This is an optimization exercise on Yosys and OpenROAD, whose aim is small area, a short achievable clock period and few clock cycles, not a production implementation. Only simulation tests tie the RTL to the original design; equivalence was not proved. Power figures rest on the tool's default switching activity, not on a simulated workload.

==> design.v <==
module vit_dec (
    input  wire        clk,
    input  wire        rst,           
    output wire        ready,
    input  wire        start,
    input  wire [3:0]  cfg_k,
    input  wire [3:0]  cfg_n,
    input  wire        cfg_order,
    input  wire [31:0] cfg_poly,
    input  wire [7:0]  cfg_ss,
    input  wire [7:0]  cfg_nb,
    output wire        sym_ready,
    input  wire        sym_valid,
    input  wire [3:0]  sym,
    output reg         done,
    output reg  [2:0]  err,
    output wire [5:0]  final_state,
    output wire [7:0]  metric,
    output wire [31:0] bits
);
    localparam NS = 64;
    reg        busy;                 
    reg        rdy;                  
    reg        symr;                 
    reg        bad;                  
    reg [2:0]  m;                    
    reg [5:0]  nb;
    reg [5:0]  taken;                
    reg [5:0]  step;                 
    reg        en;                   
    reg        zph;                  
    reg [2:0]  fcnt;                 
    reg        force_;               
    reg [5:0]  ssh;                  
    reg [2:0]  polyr [0:3];          
    reg [1:0]  yidx  [0:3];          
    reg [3:0]  yen;                  
    reg [3:0]  lo_r  [0:7];          
    reg [3:0]  hi_r  [0:7];          
    reg [3:0]  g0;                   
    reg [4:0]  c1h;                  
    reg [5:0]  fs_r;                 
    reg [7:0]  metric_r;             
    reg        pol;                  
    assign ready     = rdy;
    assign sym_ready = symr;
    wire   take      = sym_valid & symr;
    assign final_state = fs_r;
    assign metric      = metric_r;
    reg cfg_ok;
    integer j;
    always @* begin
        cfg_ok = (cfg_k >= 4'd1) && (cfg_k <= 4'd7) && (cfg_n >= 4'd1) && (cfg_n <= 4'd4);
        for (j = 0; j < 4; j = j + 1)
            if (j < cfg_n && (cfg_poly[8*j +: 8] >> cfg_k) != 8'd0)
                cfg_ok = 1'b0;
    end
    wire [7:0] ns_in = 8'd1 << (cfg_k - 4'd1);
    wire       ss_ok = cfg_ss < ns_in;
    wire       nb_ok = cfg_nb <= 8'd32;
    wire       go    = start & cfg_ok & ss_ok & nb_ok;
    wire [6:0] last_step = 7'd31 + {4'd0, m};
    wire       fin       = en && ({1'b0, step} == last_step);
    wire       last_sym  = en && (step == nb - 6'd1);         
    wire       route_end = en && (m != 3'd0) && ({1'b0, step} == {1'b0, nb} + {4'd0, m} - 7'd1);
    wire       tb0;                  
    wire [5:0] pm0, pm1;
    wire [2:0] ba0, bb0;
    wire [31:0] p0;
    wire [30:0] p1_true;
    reg  [5:0] fs_a, fs_b;
    always @* begin
        for (j = 0; j < 6; j = j + 1) begin
            fs_a[j] = (j < m - 3'd1) ? p0[m - 3'd2 - j] : 1'b0;
            fs_b[j] = (j < m - 3'd1) ? p1_true[m - 3'd2 - j] : 1'b0;
        end
    end
    integer i, q;
    always @(posedge clk) begin
        pol <= ~pol & ~rst;
        if (rst) begin
            busy <= 1'b0;
            rdy  <= 1'b1;
            bad  <= 1'b0;
            symr <= 1'b0;
            done <= 1'b0;
            en   <= 1'b0;
            err  <= 3'd0;
        end else begin
            done <= 1'b0;
            if (!busy) begin
                en <= 1'b0;
                if (start) begin
                    m    <= cfg_k[2:0] - 3'd1;
                    nb   <= cfg_nb[5:0];
                    for (q = 0; q < 8; q = q + 1)
                        hi_r[q] <= (cfg_nb != 8'd0) ? hi_in[q] : 4'd0;
                    g0 <= (cfg_nb != 8'd0) ? g0_in : 4'd0;
                    for (i = 0; i < 5; i = i + 1)
                        c1h[i] <= (cfg_nb != 8'd0) ? (pop4(g0_in) == i) : (i == 0);
                    for (i = 0; i < 4; i = i + 1) begin
                        polyr[i] <= (i < cfg_n) ? cfg_poly[8*i+1 +: 3] : 3'd0;
                        yidx[i]  <= cfg_order ? i[1:0] : (cfg_n[1:0] - 2'd1 - i[1:0]);
                        yen[i]   <= (i < cfg_n);
                    end
                    taken  <= 6'd0;
                    step   <= 6'd0;
                    zph    <= (cfg_nb == 8'd0);
                    fcnt   <= cfg_k[2:0] - 3'd1;
                    force_ <= (cfg_k[2:0] != 3'd1);
                    ssh    <= cfg_ss[5:0];
                    fs_r   <= 6'd0;
                    metric_r <= 8'd0;
                    if (!cfg_ok)
                        err <= 3'd3;
                    else if (!ss_ok)
                        err <= 3'd4;
                    else if (!nb_ok)
                        err <= 3'd5;
                    else
                        err <= 3'd0;
                    bad  <= ~(cfg_ok & ss_ok & nb_ok);
                    busy <= 1'b1;
                    rdy  <= 1'b0;
                    symr <= go & (cfg_nb != 8'd0);
                    en   <= 1'b0;
                end
            end else if (bad) begin
                done <= 1'b1;
                busy <= 1'b0;
                rdy  <= 1'b1;
            end else begin
                if (take) begin
                    taken <= taken + 6'd1;
                    symr  <= (taken + 6'd1 != nb);
                end
                if (en) begin
                    step   <= step + 6'd1;
                    ssh    <= ssh >> 1;
                    fcnt   <= fcnt - {2'd0, force_};
                    force_ <= force_ && (fcnt != 3'd1);
                    metric_r <= tb0 ? metric_r + {{2{dpm[5]}}, dpm} + {5'd0, bb0}
                                    : metric_r + {5'd0, ba0};
                end
                if (last_sym) begin
                    zph <= 1'b1;
                    for (q = 0; q < 8; q = q + 1)
                        hi_r[q] <= 4'd0;
                    g0 <= 4'd0;
                    c1h <= 5'b00001;
                end
                if (route_end)
                    for (i = 0; i < 6; i = i + 1)
                        fs_r[i] <= (i == m - 3'd1) ? tb0 : (tb0 ? fs_b[i] : fs_a[i]);
                if (fin) begin
                    done <= 1'b1;
                    busy <= 1'b0;
                    rdy  <= 1'b1;
                    en   <= 1'b0;
                end else begin
                    en <= take | zph | last_sym;
                end
            end
        end
    end
    wire [5:0] dpm = -xd[0];
    reg [3:0] ysel;
    reg [3:0] lo_nx [0:7];
    reg [3:0] hi_in [0:7];          
    reg [3:0] g0_in;
    always @* begin
        for (j = 0; j < 4; j = j + 1)
            ysel[j] = yen[j] & sym[yidx[j]];
        for (q = 0; q < 8; q = q + 1)
            for (j = 0; j < 4; j = j + 1) begin
                lo_nx[q][j] = ^(q[2:0] & polyr[j]) ^ ysel[j];
                hi_in[q][j] = (j < cfg_n) & ^(q[2:0] & cfg_poly[8*j+4 +: 3]);
            end
        for (j = 0; j < 4; j = j + 1)
            g0_in[j] = (j < cfg_n) & cfg_poly[8*j];
    end
    always @(posedge clk)
        for (q = 0; q < 8; q = q + 1)
            lo_r[q] <= take ? lo_nx[q] : 4'd0;
    function [2:0] pop4;
        input [3:0] v;
        case (v)
            4'b0000: pop4 = 3'd0;
            4'b0001, 4'b0010, 4'b0100, 4'b1000: pop4 = 3'd1;
            4'b0111, 4'b1011, 4'b1101, 4'b1110: pop4 = 3'd3;
            4'b1111: pop4 = 3'd4;
            default: pop4 = 3'd2;
        endcase
    endfunction
    function [4:0] yfun;
        input [5:0] x;         
        input [4:0] c;         
        reg signed [5:0] xs;
        reg [9:0] z;           
        integer v;
        begin
            xs = x;
            for (v = -4; v <= 5; v = v + 1)
                z[v + 4] = (xs >= v);
            yfun[0] = (c[0] & z[1 + 4]) | (c[1] & z[2 + 4]) | (c[2] & z[3 + 4]) |
                      (c[3] & z[4 + 4]) | (c[4] & z[5 + 4]);
            yfun[1] = (c[1] & z[-1 + 4]) | (c[2] & z[1 + 4]) | (c[3] & z[2 + 4]) |
                      (c[4] & z[3 + 4]);
            yfun[2] = (c[2] & z[-2 + 4]) | (c[3] & z[-1 + 4]) | (c[4] & z[1 + 4]);
            yfun[3] = (c[3] & z[-3 + 4]) | (c[4] & z[-2 + 4]);
            yfun[4] = (c[4] & z[-4 + 4]);
        end
    endfunction
    function pick;
        input [3:0] u;
        input [4:0] y;
        begin
            case (u)
                4'b0000: pick = y[0];
                4'b0001, 4'b0010, 4'b0100, 4'b1000: pick = y[1];
                4'b0111, 4'b1011, 4'b1101, 4'b1110: pick = y[3];
                4'b1111: pick = y[4];
                default: pick = y[2];
            endcase
        end
    endfunction
    wire [5:0]  pm [0:NS-1];
    wire [31:0] pp [0:NS-1];       
    wire [5:0]  xd [0:NS/2-1];     
    wire [4:0]  yd [0:NS/2-1];
    genvar s;
    generate
        for (s = 0; s < NS / 2; s = s + 1) begin : g_x
            assign xd[s] = pm[2 * s] - pm[2 * s + 1];
            assign yd[s] = yfun(xd[s], c1h);
        end
    endgenerate
    generate
        for (s = 0; s < NS; s = s + 1) begin : g_acs
            localparam integer KK = (s >= 32) ? 6 : (s >= 16) ? 5 : (s >= 8) ? 4 :
                                    (s >= 4) ? 3 : (s >= 2) ? 2 : (s >= 1) ? 1 : 0;
            localparam integer L  = 32 - KK;       
            localparam integer PA = (2 * s) % 64;
            wire [3:0] va = hi_r[s / 8] ^ lo_r[s % 8];
            wire [3:0] vb = va ^ g0;
            wire [2:0] ba = pop4(va);
            wire [2:0] bb = pop4(vb);
            wire [3:0] u  = va & g0;
            wire [5:0] pma = pm[PA];
            wire [5:0] pmb = pm[PA + 1];
            wire       tb_ = force_ ? ssh[0] : pick(u, yd[PA / 2]);
            wire [5:0] npm = tb_ ? (pmb + {3'd0, bb}) : (pma + {3'd0, ba});
            reg [5:0] pmr;
            always @(posedge clk) begin
                if (!busy)
                    pmr <= 6'd0;
                else if (en)
                    pmr <= npm;
            end
            assign pm[s] = pmr;
            reg [L-1:0] ppr;
            if (s == 0) begin : g_p0
                wire [30:0] pb_true = pp[1][30:0] ^ {31{pol}};
                always @(posedge clk)
                    if (en)
                        ppr <= {(tb_ ? pb_true : ppr[30:0]), tb_};
                assign tb0 = tb_;
                assign ba0 = ba;
                assign bb0 = bb;
                assign p0  = ppr;
                assign p1_true = pb_true;
            end else begin : g_pn
                wire [L-2:0] sa_v = (PA == 0) ? (pp[0][L-2:0] ^ {(L-1){pol}}) : pp[PA][L-2:0];
                wire [L-2:0] sb_v = pp[PA + 1][L-2:0];
                wire hold = ~en;
                wire sa   = en & ~tb_;
                wire sb   = en & tb_;
                wire [L-1:0] nx = ~(({L{hold}} & ppr) |
                                    ({L{sa}} & {sa_v, pol}) |
                                    ({L{sb}} & {sb_v, ~pol}));
                always @(posedge clk)
                    ppr <= nx;
            end
            assign pp[s] = {{(32-L){1'b0}}, ppr};
        end
    endgenerate
    assign pm0 = pm[0];
    assign pm1 = pm[1];
    genvar t;
    generate
        for (t = 0; t < 32; t = t + 1) begin : g_bits
            assign bits[t] = p0[31 - t];
        end
    endgenerate
endmodule
==> flow/run.sh <==
#!/bin/bash
set -euo pipefail
export SETUP_SLACK_MARGIN=10
bash standard.sh > standard.log 2>&1
==> standard.sh <==
#!/bin/bash
# synth_recipe.tcl (not shown) runs the flow's synth.tcl, then flattens the netlist and writes it again
# the make line also repeats each setting of config.mk as NAME=value (left out here)
make -C /OpenROAD-flow-scripts/flow DESIGN_CONFIG=/design/flow/config.mk WORK_HOME=/design/flow/orfs CLKGATE_MAP_FILE= SYNTH_SCRIPT=/design/flow/synth_recipe.tcl "${@:-finish}"
==> config.mk <==
export PLATFORM = sky130hd
export DESIGN_NAME = vit_dec
export DESIGN_NICKNAME = vit_dec
export VERILOG_FILES = /design/flow/design.v
export SDC_FILE = /design/flow/constraint.sdc
export NUM_CORES = 8
export LEC_CHECK = 0
export CAP_MARGIN = 20
export CORE_MARGIN = 2
export CORE_UTILIZATION = 40
export PLACE_DENSITY = 0.55
export SLEW_MARGIN = 20
==> constraint.sdc <==
create_clock -name core_clock -period 14.0 [get_ports {clk}]
set_input_delay 2.8000 -clock core_clock [delete_from_list [all_inputs] [get_ports {clk}]]
set_output_delay 2.8000 -clock core_clock [all_outputs]
set_load 0.01 [all_outputs]
==> impl_metrics.ini <==
[logic_synthesis]
synthDistinctLibCells = 119
synthArstFlopShare_pct = 0
syn_avg_cell_area_um2 = 8.85
syn_nets = 18900
postSynthCellCount = 17500
yosys_warnings = 7
syn_area_um2 = 154000
ys_ff_latch = 2258
synth_flop_cell = dfxtp_1
yosysSeqAreaShare_pct = 30.2
synth_edf_count = 137

[hold_path]
hold_class = flop to flop
min-delay-start = g_acs[14].ppr[25]$_DFF_P_

[die]
die-area_um2 = 391000
fp.coreArea_um2 = 385000
die_x_um = 625
die_h_um = 625
initial_core_util_pct = 40.1
rows = 228
io_pins = 117

[global_routing]
grt_pass1_vias = 123000
grt-ovfl-total = 0
grt_max_degree = 174
antenna_found_initial = 43
grtUsageTotal_pct = 30.1
grt_pass1_wl_um = 875000

[finish]
post-route-util_pct = 47.3
syn2layout_area_growth_pct = 18.1
nets = 19000
layout_common_cells = 1978 x dfxtp_1, 1600 x mux2i_1, 1460 x o21ai_0, 1449 x nand2_1, 1140 x ha_1
layout-drive-gt1-share_pct = 16.8
layout_commonest_cell = dfxtp_1

[setup_path]
critPathBufInv = 1
crit_path_start = g_acs[0].ppr[17]$_DFFE_PP_
critPathCaptureType = output port
worstPathMaxFanout = 2
max_stage_delay_ns = 0.47
slowest_stage = edfxtp_1
path_cells = buf_2
critPathKind = flop to output port
crit_arrival_ns = 1.60
cp-start-kind = flop
reg2reg_from = g_acs[28].pmr[4]$_SDFFE_PN0P_
cp_top_family = flip-flops
crit_required_ns = 11.20

[placement]
port_buffers = 116
gp_congestion = 0.955
place_ws_ns = 7.83
dp_hpwl_um = 414000

[timing]
fmax_mhz = 227
fin_tns_setup_ns = 0
finalCritPeriodShare_pct = 31.4
worst_pin_slew_ns = 1.16
setup_slack_ns = 9.60
max-slew-margin-rel_pct = 22.7
rsz0062_at_grt = true
slew_violations = 0
hold_viol = 0
layout_min_cycle_time_ns = 4.40
setup_violations = 0
fin_worst_skew_ns = 0.0743

[cts]
cts_tree = yes
clk_pin_slew_ns = 0.06
clockRootBuffer = clkbuf_16
cts_hold_buf = 0
htreeDepth = 5
clock_path_buffers = 4
cts_inserted_buffers = 268
cts_sinks = 2258
clk_latency_ns = 0.94

[routing]
wl_per_cell_um = 28.7
first_iter_violations = 16000
drt_wl_total_um = 656000
drc = 0
antenna_left = 0
via_per_inst = 5.99
num_vias = 137000
drtPass1Iterations = 8

[job]
maxCapViolations = 0

[pwr]
p_leak_nw = 73.9
p_per_area_nw_per_um2 = 159
ir_drop_mv = 0.118

[run_status]
status = complete, no violations
logic make-up (layout without fill, tap and decap cells):
logic type | Yosys count | in the layout | synth area share, %
AO/OA/AOI/OAI | 4231 | 4232 | 16.9
AND/OR/NAND/NOR | 3930 | 3934 | 11.6
multiplexers | 2464 | 2464 | 16.8
flip-flops | 2258 | 2258 | 30.2
other | 0 | 12 | 0
XOR/XNOR | 1392 | 1394 | 7.90
buffers and inverters | 1805 | 2136 | 4.68
adder cells (fa/ha/maj) | 1372 | 1372 | 11.9
where the power goes:
group	internal, mW	total [mW]	leakage [nW]	switching (mW)
clock network	4.28	7.37	4.47	3.09
logic	4.56	9.87	50.5	5.31
registers	9.05	11.8	19.0	2.79
total	17.9	29.1	73.9	11.2
metal layers:
layer	part of all wire (%)	track usage [%]	vias to the layer above
met4	5.5	9.94	22
met5	0.071	0.358	-
li1	-	-	62900
met1	43	43.2	66600
met3	10	5.96	1249
met2	41	44.8	6146
flip-flops by register name, indices dropped and copies added, names as in the netlist, 4 cells and up:
name,flops
hi_r,28
fs_r,6
taken,6
yen,4
g_acs.ppr,1727
g_acs.pmr,384
yidx,6
metric_r,8
g0,4
lo_r,32
ssh,6
c1h,5
polyr,12
nb,6
step,6
synth_stat cells, types with 98 or more instances:
library cell / number / area, µm²
nor2b_1: 111 / 694
o211ai_1: 165 / 1240
edfxtp_1: 137 / 4110
clkbuf_1: 747 / 2800
buf_2: 156 / 781
mux2i_1: 1657 / 16600
a21o_1: 216 / 1620
fa_1: 168 / 3360
xor2_1: 510 / 4470
xnor2_1: 881 / 7720
nand2_1: 1477 / 5540
a31oi_1: 158 / 988
a21oi_1: 1024 / 5120
nor2_1: 947 / 3550
a211oi_1: 110 / 826
nand3_1: 282 / 1410
ha_1: 1184 / 14800
o221ai_1: 98 / 858
nor3_1: 435 / 2180
inv_1: 755 / 2830
and2_1: 102 / 638
and3_1: 157 / 982
o21ai_0: 1543 / 7720
mux2_2: 743 / 8370
dfxtp_1: 2121 / 42500
final timing paths:
| check | cells past startpoint | slack, ns | endpoint |
|---|---|---|---|
| min | 1 | 0.43 | g_acs[14].ppr[25]$_DFF_P_ |
| min reg2reg | 1 | 0.43 | g_acs[14].ppr[25]$_DFF_P_ |
| max | 1 | 9.60 | bits[14] |
| max reg2reg | 12 | 9.84 | g_acs[46].pmr[5]$_SDFFE_PN0P_ |
through the flow:
| step | hold slack, ns | power (mW) | std cells | cell area [µm²] |
|---|---|---|---|---|
| after floorplan | 0.398 | 16.4 | 17500 | 155000 |
| after global placement | 0.418 | 19.8 | 21900 | 161000 |
| after detailed placement | 0.424 | 19.9 | 21900 | 161000 |
| after CTS | 0.435 | 27.9 | 22500 | 175000 |
| after global routing | 0.448 | 30.2 | 22900 | 182000 |
| final | 0.433 | 29.1 | 22900 | 182000 |
repair_timing:
action | 4_1_cts | 5_1_grt
pin swaps | 94 | 217
setup endpoints to repair | 2188 | 2079
buffers inserted | 164 | 221
gates resized for setup | 979 | 919
gates cloned | 39 | 86
final cells by class:
class / count / area, µm²
Antenna cell: 12 / 30.0
Clock buffer: 377 / 7770
Clock inverter: 106 / 1300
Fill cell: 36700 / 203000
Inverter: 761 / 2910
Multi-Input combinational cell: 13400 / 106000
Sequential cell: 2258 / 46900
Tap cell: 5060 / 6330
Timing Repair Buffer: 892 / 11300
Testbench counts, summed over its fixed seeds: cycles 18,947.

==> separate check: timing with driven ports <==
In the flow no input, the clock included, has a driving cell. The finished layout below was timed again as built, in two steps. Step 1 assumes that a clkbuf_16 drives the clock port and a buf_2 every other input. Step 2 moves the port delays by t, midway between the first and last clock arrival at a register: inputs arrive t later, outputs are due t later. That takes back most of the time a late clock gives input paths. Three values: no drivers, after step 1, after step 2; two values: the first two.
t (ns): 1.036
slack for setup (ns): 9.600 / 9.472 / 8.761
latest minus earliest clock arrival (ns): 0.081 / 0.081
worst register clock-pin slew, ns: 0.07 / 0.07
After both steps setup and hold are still met in this run. For this run, drivers alone change the setup slack by -0.128 ns; drivers and shift together by -0.839 ns.
